What follows belongs to an exercise in optimizing a design on an open flow for small area, a short achievable clock period and few clock cycles; a production flow would make more cautious choices. At most, simulation tests tie the RTL to the original design; equivalence was not proved. Power figures rest on the tool's default switching activity, not on a simulated workload.

Design vhil_gateway, start of the top module:
module vhil_gateway (
    input  wire        clk,
    input  wire        rst,             
    input  wire        rx_valid,
    input  wire [7:0]  rx_data,
    input  wire        rx_eos,
    input  wire        rx_err,
    output wire        rx_ready,
    output wire        tx_valid,
    input  wire        tx_ready,
    output wire [7:0]  tx_data,
    output wire        tx_last,
    output wire        ev_valid,
    output wire [2:0]  ev_kind,
    output wire [15:0] ev_voltage_mv,
    output wire [7:0]  ev_temp_c,
    output wire [1:0]  halt_cause
);
==> module vhil_gateway, before the edit <==
module vhil_gateway (
    input  wire        clk,
    input  wire        rst,             
    input  wire        rx_valid,
    input  wire [7:0]  rx_data,
    input  wire        rx_eos,
    input  wire        rx_err,
    output wire        rx_ready,
    output wire        tx_valid,
    input  wire        tx_ready,
    output wire [7:0]  tx_data,
    output wire        tx_last,
    output wire        ev_valid,
    output wire [2:0]  ev_kind,
    output wire [15:0] ev_voltage_mv,
    output wire [7:0]  ev_temp_c,
    output wire [1:0]  halt_cause
);
    localparam [7:0] SYNC = 8'hAA;
    reg [1:0] halt_q;       
    reg [2:0] cnt;          
    reg       rdy_q;        
    reg [7:0] d1, d2, d3;   
    reg [7:0] acc;          
    reg [1:0] stat_q;       
    reg       pend;         
    reg       tx_valid_q;
    reg [3:0] tx_idx;       
    reg [7:0] tx_data_q;
    reg       tx_last_q;
    reg       ev_valid_q;
    reg [1:0] ev_k;         
    assign rx_ready = rdy_q;
    wire c0 = (cnt == 3'd0);
    wire c1 = (cnt == 3'd1);
    wire c2 = (cnt == 3'd2);
    wire c3 = (cnt == 3'd3);
    wire c4 = (cnt == 3'd4);
    wire rx_fire = rdy_q && (rx_valid || rx_eos || rx_err);
    wire ev_term = rdy_q && (rx_err || rx_eos);
    wire ev_byte = rx_fire && !rx_err && !rx_eos;
    wire is_sync = (rx_data == SYNC);
    function [7:0] add8(input [7:0] a, input [7:0] b);
        reg [7:0] g0, p0, g1, p1, g2, p2, g3;
        integer i;
        begin
            g0 = a & b;
            p0 = a ^ b;
            for (i = 0; i < 8; i = i + 1) begin
                g1[i] = (i >= 1) ? g0[i] | (p0[i] & g0[i-1]) : g0[i];
                p1[i] = (i >= 1) ? p0[i] & p0[i-1] : p0[i];
            end
            for (i = 0; i < 8; i = i + 1) begin
                g2[i] = (i >= 2) ? g1[i] | (p1[i] & g1[i-2]) : g1[i];
                p2[i] = (i >= 2) ? p1[i] & p1[i-2] : p1[i];
            end
            for (i = 0; i < 8; i = i + 1)
                g3[i] = (i >= 4) ? g2[i] | (p2[i] & g2[i-4]) : g2[i];
            add8 = p0 ^ {g3[6:0], 1'b0};
        end
    endfunction
    wire       sum_ok = (rx_data == acc);
    wire win_end = ev_byte && c4;
    wire win_ok  = win_end && sum_ok;
    wire hot   = d3[7] | d3[6] | (&d3[5:2] & (d3[1] | d3[0]));
    wire lo_hi = ~|d1[7:4] & ~(d1[3] & d1[2]);                
    wire lo_lo = ~|d2[7:5] & ~(d2[4] & d2[3] & d2[2]);         
    wire low_v = lo_hi | ((d1 == 8'h0C) & lo_lo);
    wire [1:0] status = {hot, ~hot & low_v};
    wire       adv     = tx_valid_q && tx_ready;
    wire       tx_done = adv && tx_last_q;
    wire       busy_n  = tx_valid_q && !tx_done;       
    wire       pend_n  = (win_ok || pend) && busy_n;
    wire       txv_n   = win_ok || pend || busy_n;
    wire       last_i  = tx_idx[3] & tx_idx[2];              
    wire [3:0] idx_inc = last_i ? 4'd0 : tx_idx + 4'd1;
    wire [8:4] lt_h = {~tx_idx[3],
                       ~tx_idx[3] & ~(tx_idx[2] & tx_idx[1] & tx_idx[0]),
                       ~tx_idx[3] & ~(tx_idx[2] & tx_idx[1]),
                       ~tx_idx[3] & ~(tx_idx[2] & (tx_idx[1] | tx_idx[0])),
                       ~tx_idx[3] & ~tx_idx[2]};
    wire [3:0] idx_n   = !tx_valid_q ? 4'd0 : (adv ? idx_inc : tx_idx);
    reg [7:0] next_byte;
    always @(*) begin
        case (tx_idx)
            4'd1:    next_byte = 8'h01;
            4'd3:    next_byte = 8'h08;
            4'd4:    next_byte = d1;
            4'd5:    next_byte = d2;
            4'd6:    next_byte = d3;
            4'd7:    next_byte = {6'd0, stat_q};
            default: next_byte = 8'h00;
        endcase
    end
    wire [4:1] free_n;
    genvar k;
    generate
        for (k = 1; k <= 4; k = k + 1) begin : g_free
            assign free_n[k] = !pend && !(tx_valid_q && lt_h[k + 4]);
        end
    endgenerate
    wire rdy_take = c0 ? (!is_sync || free_n[1]) :
                    c1 ? free_n[2] :
                    c2 ? free_n[3] :
                    c3 ? free_n[4] : 1'b1;
    wire rdy_keep = c1 ? free_n[1] :
                    c2 ? free_n[2] :
                    c3 ? free_n[3] :
                    c4 ? free_n[4] : 1'b1;
    wire rdy_n = (halt_q == 2'd0) && !ev_term && (rx_fire ? rdy_take : rdy_keep);
    always @(posedge clk) begin
        if (rdy_q && c1) d1 <= rx_data;
        if (rdy_q && c2) d2 <= rx_data;
        if (rdy_q && c3) d3 <= rx_data;
        if (rdy_q && c4) stat_q <= status;
        if (c0)
            acc <= SYNC;
        else if (rdy_q && rx_valid && !c4)
            acc <= add8(acc, rx_data);
        if (!tx_valid_q || tx_ready) begin
            tx_data_q <= next_byte;
            tx_last_q <= (tx_idx == 4'd11);
        end
        tx_idx <= idx_n;
        ev_k   <= {(win_end && !sum_ok) || (ev_term && !rx_err),
                   win_ok || (ev_term && !rx_err)};
        if (rst) begin
            halt_q     <= 2'd0;
            cnt        <= 3'd0;
            rdy_q      <= 1'b1;
            pend       <= 1'b0;
            tx_valid_q <= 1'b0;
            ev_valid_q <= 1'b0;
        end else begin
            if (ev_term) begin
                halt_q <= rx_err ? 2'd2 : 2'd1;
                cnt    <= 3'd0;
            end else if (ev_byte) begin
                if (c0)
                    cnt <= is_sync ? 3'd1 : 3'd0;
                else if (c4)
                    cnt <= 3'd0;
                else
                    cnt <= {c3, c1 | c2, c2};
            end
            rdy_q      <= rdy_n;
            pend       <= pend_n;
            tx_valid_q <= txv_n;
            ev_valid_q <= ev_term || win_end;
        end
    end
    assign tx_valid      = tx_valid_q;
    assign tx_data       = tx_data_q;
    assign tx_last       = tx_last_q;
    assign ev_valid      = ev_valid_q;
    assign ev_kind       = {halt_q[1], ev_k};
    assign ev_voltage_mv = {d1, d2};
    assign ev_temp_c     = d3;
    assign halt_cause    = halt_q;
endmodule
==> flow/config.mk <==
export PLATFORM = sky130hd
export DESIGN_NAME = vhil_gateway
export DESIGN_NICKNAME = vhil_gateway
export VERILOG_FILES = /design/flow/design.v
export SDC_FILE = /design/flow/constraint.sdc
export NUM_CORES = 4
export LEC_CHECK = 0
export ABC_AREA = 1
export CAP_MARGIN = 20
export CORE_AREA = 5 5 105 105
export DIE_AREA = 0 0 110 110
export SETUP_SLACK_MARGIN = 3.05
export SLEW_MARGIN = 20
==> flow/constraint.sdc <==
create_clock -name core_clock -period 5.0 [get_ports {clk}]
set_input_delay 1.0000 -clock core_clock [delete_from_list [all_inputs] [get_ports {clk}]]
set_output_delay 1.0000 -clock core_clock [all_outputs]
set_load 0.01 [all_outputs]
standard.sh (not shown) runs the stock make flow with config.mk's settings and CLKGATE_MAP_FILE= SYNTH_SCRIPT=/design/flow/synth_recipe.tcl, a recipe that flattens the netlist after the stock synthesis.
==> flow/flow/run.sh <==
#!/bin/bash
# Standard ORFS layout (the standard.sh), with the port buffers made
# from sky130_fd_sc_hd__buf_1 instead of the default delay buffer.
set -euo pipefail
export BUFFER_PORTS_ARGS="-buffer_cell sky130_fd_sc_hd__buf_1"
bash standard.sh > standard.log 2>&1
Testbench counts at the start, summed over its fixed seeds: cycles 29,374.
==> next run, changes <==
--- a/flow/design.v
+++ b/flow/design.v
@@ -22,7 +22,6 @@
     reg       rdy_q;        
     reg [7:0] d1, d2, d3;   
     reg [7:0] acc;          
-    reg [1:0] stat_q;       
     reg       pend;         
     reg       tx_valid_q;
     reg [3:0] tx_idx;       
@@ -88,7 +87,7 @@
             4'd4:    next_byte = d1;
             4'd5:    next_byte = d2;
             4'd6:    next_byte = d3;
-            4'd7:    next_byte = {6'd0, stat_q};
+            4'd7:    next_byte = {6'd0, status};
             default: next_byte = 8'h00;
         endcase
     end
@@ -96,7 +95,7 @@
     genvar k;
     generate
         for (k = 1; k <= 4; k = k + 1) begin : g_free
-            assign free_n[k] = !pend && !(tx_valid_q && lt_h[k + 4]);
+            assign free_n[k] = !pend && !(tx_valid_q && lt_h[8]);
         end
     endgenerate
     wire rdy_take = c0 ? (!is_sync || free_n[1]) :
@@ -112,7 +111,6 @@
         if (rdy_q && c1) d1 <= rx_data;
         if (rdy_q && c2) d2 <= rx_data;
         if (rdy_q && c3) d3 <= rx_data;
-        if (rdy_q && c4) stat_q <= status;
         if (c0)
             acc <= SYNC;
         else if (rdy_q && rx_valid && !c4)
The changed run finished with timing, DRC and antenna clean. Cell count decreases by 3.6%. Worst setup slack gets worse by 23 ps. Routed wire length fell by 3.3%. Clock skew rose by 3.8 ps. Global-route usage decreases by 0.36 points. Die area does not change. Power is lower by 21%. Sequential cell count went down by 2. First-iteration DRC count rose by 24%. Hold slack loses 15 ps.
Testbench counts after the change, summed over its fixed seeds: cycles 29,896.

========
The RTL this note starts from:
==> flow/design.v <==
module vhil_gateway (
    input  wire        clk,
    input  wire        rst,             
    input  wire        rx_valid,
    input  wire [7:0]  rx_data,
    input  wire        rx_eos,
    input  wire        rx_err,
    output wire        rx_ready,
    output wire        tx_valid,
    input  wire        tx_ready,
    output wire [7:0]  tx_data,
    output wire        tx_last,
    output wire        ev_valid,
    output wire [2:0]  ev_kind,
    output wire [15:0] ev_voltage_mv,
    output wire [7:0]  ev_temp_c,
    output wire [1:0]  halt_cause
);
    localparam [7:0] SYNC = 8'hAA;
    reg [1:0] halt_q;       
    reg [2:0] cnt;          
    reg       rdy_q;        
    reg [7:0] d1, d2, d3;   
    reg [7:0] acc;          
    reg       pend;         
    reg       tx_valid_q;
    reg [3:0] tx_idx;       
    reg [7:0] tx_data_q;
    reg       tx_last_q;
    reg       ev_valid_q;
    reg [1:0] ev_k;         
    assign rx_ready = rdy_q;
    wire c0 = (cnt == 3'd0);
    wire c1 = (cnt == 3'd1);
    wire c2 = (cnt == 3'd2);
    wire c3 = (cnt == 3'd3);
    wire c4 = (cnt == 3'd4);
    wire rx_fire = rdy_q && (rx_valid || rx_eos || rx_err);
    wire ev_term = rdy_q && (rx_err || rx_eos);
    wire ev_byte = rx_fire && !rx_err && !rx_eos;
    wire is_sync = (rx_data == SYNC);
    function [7:0] add8(input [7:0] a, input [7:0] b);
        reg [7:0] g0, p0, g1, p1, g2, p2, g3;
        integer i;
        begin
            g0 = a & b;
            p0 = a ^ b;
            for (i = 0; i < 8; i = i + 1) begin
                g1[i] = (i >= 1) ? g0[i] | (p0[i] & g0[i-1]) : g0[i];
                p1[i] = (i >= 1) ? p0[i] & p0[i-1] : p0[i];
            end
            for (i = 0; i < 8; i = i + 1) begin
                g2[i] = (i >= 2) ? g1[i] | (p1[i] & g1[i-2]) : g1[i];
                p2[i] = (i >= 2) ? p1[i] & p1[i-2] : p1[i];
            end
            for (i = 0; i < 8; i = i + 1)
                g3[i] = (i >= 4) ? g2[i] | (p2[i] & g2[i-4]) : g2[i];
            add8 = p0 ^ {g3[6:0], 1'b0};
        end
    endfunction
    wire       sum_ok  = (rx_data == acc);
    wire       win_end = ev_byte && c4;
    wire       win_ok  = win_end && sum_ok;
    wire       data_in = ev_byte && (c1 || c2 || c3);    
    wire hot   = d3[7] | d3[6] | (&d3[5:2] & (d3[1] | d3[0]));
    wire lo_hi = ~|d1[7:4] & ~(d1[3] & d1[2]);                
    wire lo_lo = ~|d2[7:5] & ~(d2[4] & d2[3] & d2[2]);         
    wire low_v = lo_hi | ((d1 == 8'h0C) & lo_lo);
    wire [1:0] status = {hot, ~hot & low_v};
    wire       adv     = tx_valid_q && tx_ready;
    wire       tx_done = adv && tx_last_q;
    wire       busy_n  = tx_valid_q && !tx_done;       
    wire       pend_n  = (win_ok || pend) && busy_n;
    wire       txv_n   = win_ok || pend || busy_n;
    wire       last_i  = tx_idx[3] & tx_idx[2];              
    wire [3:0] idx_inc = last_i ? 4'd0 : tx_idx + 4'd1;
    wire [3:0] idx_n   = !tx_valid_q ? 4'd0 : (adv ? idx_inc : tx_idx);
    wire       in_data = !tx_idx[3] & tx_idx[2];              
    wire       data_out = adv && in_data && !(tx_idx[1] & tx_idx[0]);
    wire [7:0] next_byte = in_data ? d1 :
                           {4'd0, tx_idx == 4'd3, 2'd0, tx_idx == 4'd1};
    wire free_n = !pend && !(tx_valid_q && !tx_idx[3]);
    wire rdy_take = c0 ? (!is_sync || free_n) : (c4 ? 1'b1 : free_n);
    wire rdy_keep = c0 ? 1'b1 : free_n;
    wire rdy_n = (halt_q == 2'd0) && !ev_term && (rx_fire ? rdy_take : rdy_keep);
    always @(posedge clk) begin
        if (data_in || data_out) begin
            d1 <= d2;
            d2 <= d3;
            d3 <= data_in ? rx_data : {6'd0, status};
        end
        if (c0)
            acc <= SYNC;
        else if (rdy_q && rx_valid && !c4)
            acc <= add8(acc, rx_data);
        if (!tx_valid_q || tx_ready) begin
            tx_data_q <= next_byte;
            tx_last_q <= (tx_idx == 4'd11);
        end
        tx_idx <= idx_n;
        ev_k   <= {(win_end && !sum_ok) || (ev_term && !rx_err),
                   win_ok || (ev_term && !rx_err)};
        if (rst) begin
            halt_q     <= 2'd0;
            cnt        <= 3'd0;
            rdy_q      <= 1'b1;
            pend       <= 1'b0;
            tx_valid_q <= 1'b0;
            ev_valid_q <= 1'b0;
        end else begin
            if (ev_term) begin
                halt_q <= rx_err ? 2'd2 : 2'd1;
                cnt    <= 3'd0;
            end else if (ev_byte) begin
                if (c0)
                    cnt <= is_sync ? 3'd1 : 3'd0;
                else if (c4)
                    cnt <= 3'd0;
                else
                    cnt <= {c3, c1 | c2, c2};
            end
            rdy_q      <= rdy_n;
            pend       <= pend_n;
            tx_valid_q <= txv_n;
            ev_valid_q <= ev_term || win_end;
        end
    end
    assign tx_valid      = tx_valid_q;
    assign tx_data       = tx_data_q;
    assign tx_last       = tx_last_q;
    assign ev_valid      = ev_valid_q;
    assign ev_kind       = {halt_q[1], ev_k};
    assign ev_voltage_mv = {d1, d2};
    assign ev_temp_c     = d3;
    assign halt_cause    = halt_q;
endmodule
export LEC_CHECK = 0
export ABC_AREA = 1
export CAP_MARGIN = 20
export CORE_AREA = 5 5 105 105
export DIE_AREA = 0 0 110 110
export SETUP_SLACK_MARGIN = 3.0
export SLEW_MARGIN = 20
create_clock -name core_clock -period 5.0 [get_ports {clk}]
Scripts as last shown in full above: flow/flow/run.sh
Change:
--- a/flow/design.v
+++ b/flow/design.v
@@ -22,6 +22,7 @@
     reg       rdy_q;        
     reg [7:0] d1, d2, d3;   
     reg [7:0] acc;          
+    reg [1:0] stat_q;       
     reg       pend;         
     reg       tx_valid_q;
     reg [3:0] tx_idx;       
@@ -58,10 +59,9 @@
             add8 = p0 ^ {g3[6:0], 1'b0};
         end
     endfunction
-    wire       sum_ok  = (rx_data == acc);
-    wire       win_end = ev_byte && c4;
-    wire       win_ok  = win_end && sum_ok;
-    wire       data_in = ev_byte && (c1 || c2 || c3);    
+    wire       sum_ok = (rx_data == acc);
+    wire win_end = ev_byte && c4;
+    wire win_ok  = win_end && sum_ok;
     wire hot   = d3[7] | d3[6] | (&d3[5:2] & (d3[1] | d3[0]));
     wire lo_hi = ~|d1[7:4] & ~(d1[3] & d1[2]);                
     wire lo_lo = ~|d2[7:5] & ~(d2[4] & d2[3] & d2[2]);         
@@ -74,21 +74,45 @@
     wire       txv_n   = win_ok || pend || busy_n;
     wire       last_i  = tx_idx[3] & tx_idx[2];              
     wire [3:0] idx_inc = last_i ? 4'd0 : tx_idx + 4'd1;
+    wire [8:4] lt_h = {~tx_idx[3],
+                       ~tx_idx[3] & ~(tx_idx[2] & tx_idx[1] & tx_idx[0]),
+                       ~tx_idx[3] & ~(tx_idx[2] & tx_idx[1]),
+                       ~tx_idx[3] & ~(tx_idx[2] & (tx_idx[1] | tx_idx[0])),
+                       ~tx_idx[3] & ~tx_idx[2]};
     wire [3:0] idx_n   = !tx_valid_q ? 4'd0 : (adv ? idx_inc : tx_idx);
-    wire       in_data = !tx_idx[3] & tx_idx[2];              
-    wire       data_out = adv && in_data && !(tx_idx[1] & tx_idx[0]);
-    wire [7:0] next_byte = in_data ? d1 :
-                           {4'd0, tx_idx == 4'd3, 2'd0, tx_idx == 4'd1};
-    wire free_n = !pend && !(tx_valid_q && !tx_idx[3]);
-    wire rdy_take = c0 ? (!is_sync || free_n) : (c4 ? 1'b1 : free_n);
-    wire rdy_keep = c0 ? 1'b1 : free_n;
+    reg [7:0] next_byte;
+    always @(*) begin
+        case (tx_idx)
+            4'd1:    next_byte = 8'h01;
+            4'd3:    next_byte = 8'h08;
+            4'd4:    next_byte = d1;
+            4'd5:    next_byte = d2;
+            4'd6:    next_byte = d3;
+            4'd7:    next_byte = {6'd0, stat_q};
+            default: next_byte = 8'h00;
+        endcase
+    end
+    wire [4:1] free_n;
+    genvar k;
+    generate
+        for (k = 1; k <= 4; k = k + 1) begin : g_free
+            assign free_n[k] = !pend && !(tx_valid_q && lt_h[k + 4]);
+        end
+    endgenerate
+    wire rdy_take = c0 ? (!is_sync || free_n[1]) :
+                    c1 ? free_n[2] :
+                    c2 ? free_n[3] :
+                    c3 ? free_n[4] : 1'b1;
+    wire rdy_keep = c1 ? free_n[1] :
+                    c2 ? free_n[2] :
+                    c3 ? free_n[3] :
+                    c4 ? free_n[4] : 1'b1;
     wire rdy_n = (halt_q == 2'd0) && !ev_term && (rx_fire ? rdy_take : rdy_keep);
     always @(posedge clk) begin
-        if (data_in || data_out) begin
-            d1 <= d2;
-            d2 <= d3;
-            d3 <= data_in ? rx_data : {6'd0, status};
-        end
+        if (rdy_q && c1) d1 <= rx_data;
+        if (rdy_q && c2) d2 <= rx_data;
+        if (rdy_q && c3) d3 <= rx_data;
+        if (rdy_q && c4) stat_q <= status;
         if (c0)
             acc <= SYNC;
         else if (rdy_q && rx_valid && !c4)
Effect:
- global-route usage increases by 2.0 points
- design area is higher by 5.2%
- worst hold slack is better by 19 ps
- total power increases by 24%
- fmax came out higher by 0.80%
- synthesized area rises by 6.6%
- sequential cell count grows by 2
- critical path depth fell by 6
- setup slack gains 16 ps
Testbench counts after the change, summed over its fixed seeds: cycles 29,374.
Only the layout flow was run in the first run of this note; the RTL was not checked for function there.

## afterwards: timing with drivers on the ports
The flow's constraints put no driver on any port. The routed layouts listed below were extracted and timed again, unchanged, in two steps.
Step 1 (the two cells are an assumption about what drives the block):
set clk [get_ports {clk}]
set_driving_cell -lib_cell sky130_fd_sc_hd__clkbuf_16 $clk
set_driving_cell -lib_cell sky130_fd_sc_hd__buf_2 [delete_from_list [all_inputs] $clk]
Step 2 times the ports against the registers' clock, not the clock port: input delays grow and output delays shrink by t, the midpoint of the rising clock arrivals with the driver on.
a / b / c = no drivers / after step 1 / after step 2; a / b = the first two.
run	t, ns	setup WS [ns]	hold slack, ns
the first run of note 1	0.357	3.079 / 3.050 / 2.728	0.498 / 0.498 / 0.498
the second run of note 1	0.342	3.056 / 3.025 / 2.800	0.483 / 0.483 / 0.483
the first run of note 2	0.337	3.036 / 3.038 / 2.701	0.475 / 0.475 / 0.475
the second run of note 2	0.355	3.051 / 3.021 / 2.720	0.494 / 0.494 / 0.494
After both steps setup and hold are still met in every run listed. The setup slack of the first run of note 1, which loses most, moves by -0.029 ns with the drivers and by -0.351 ns with both steps.
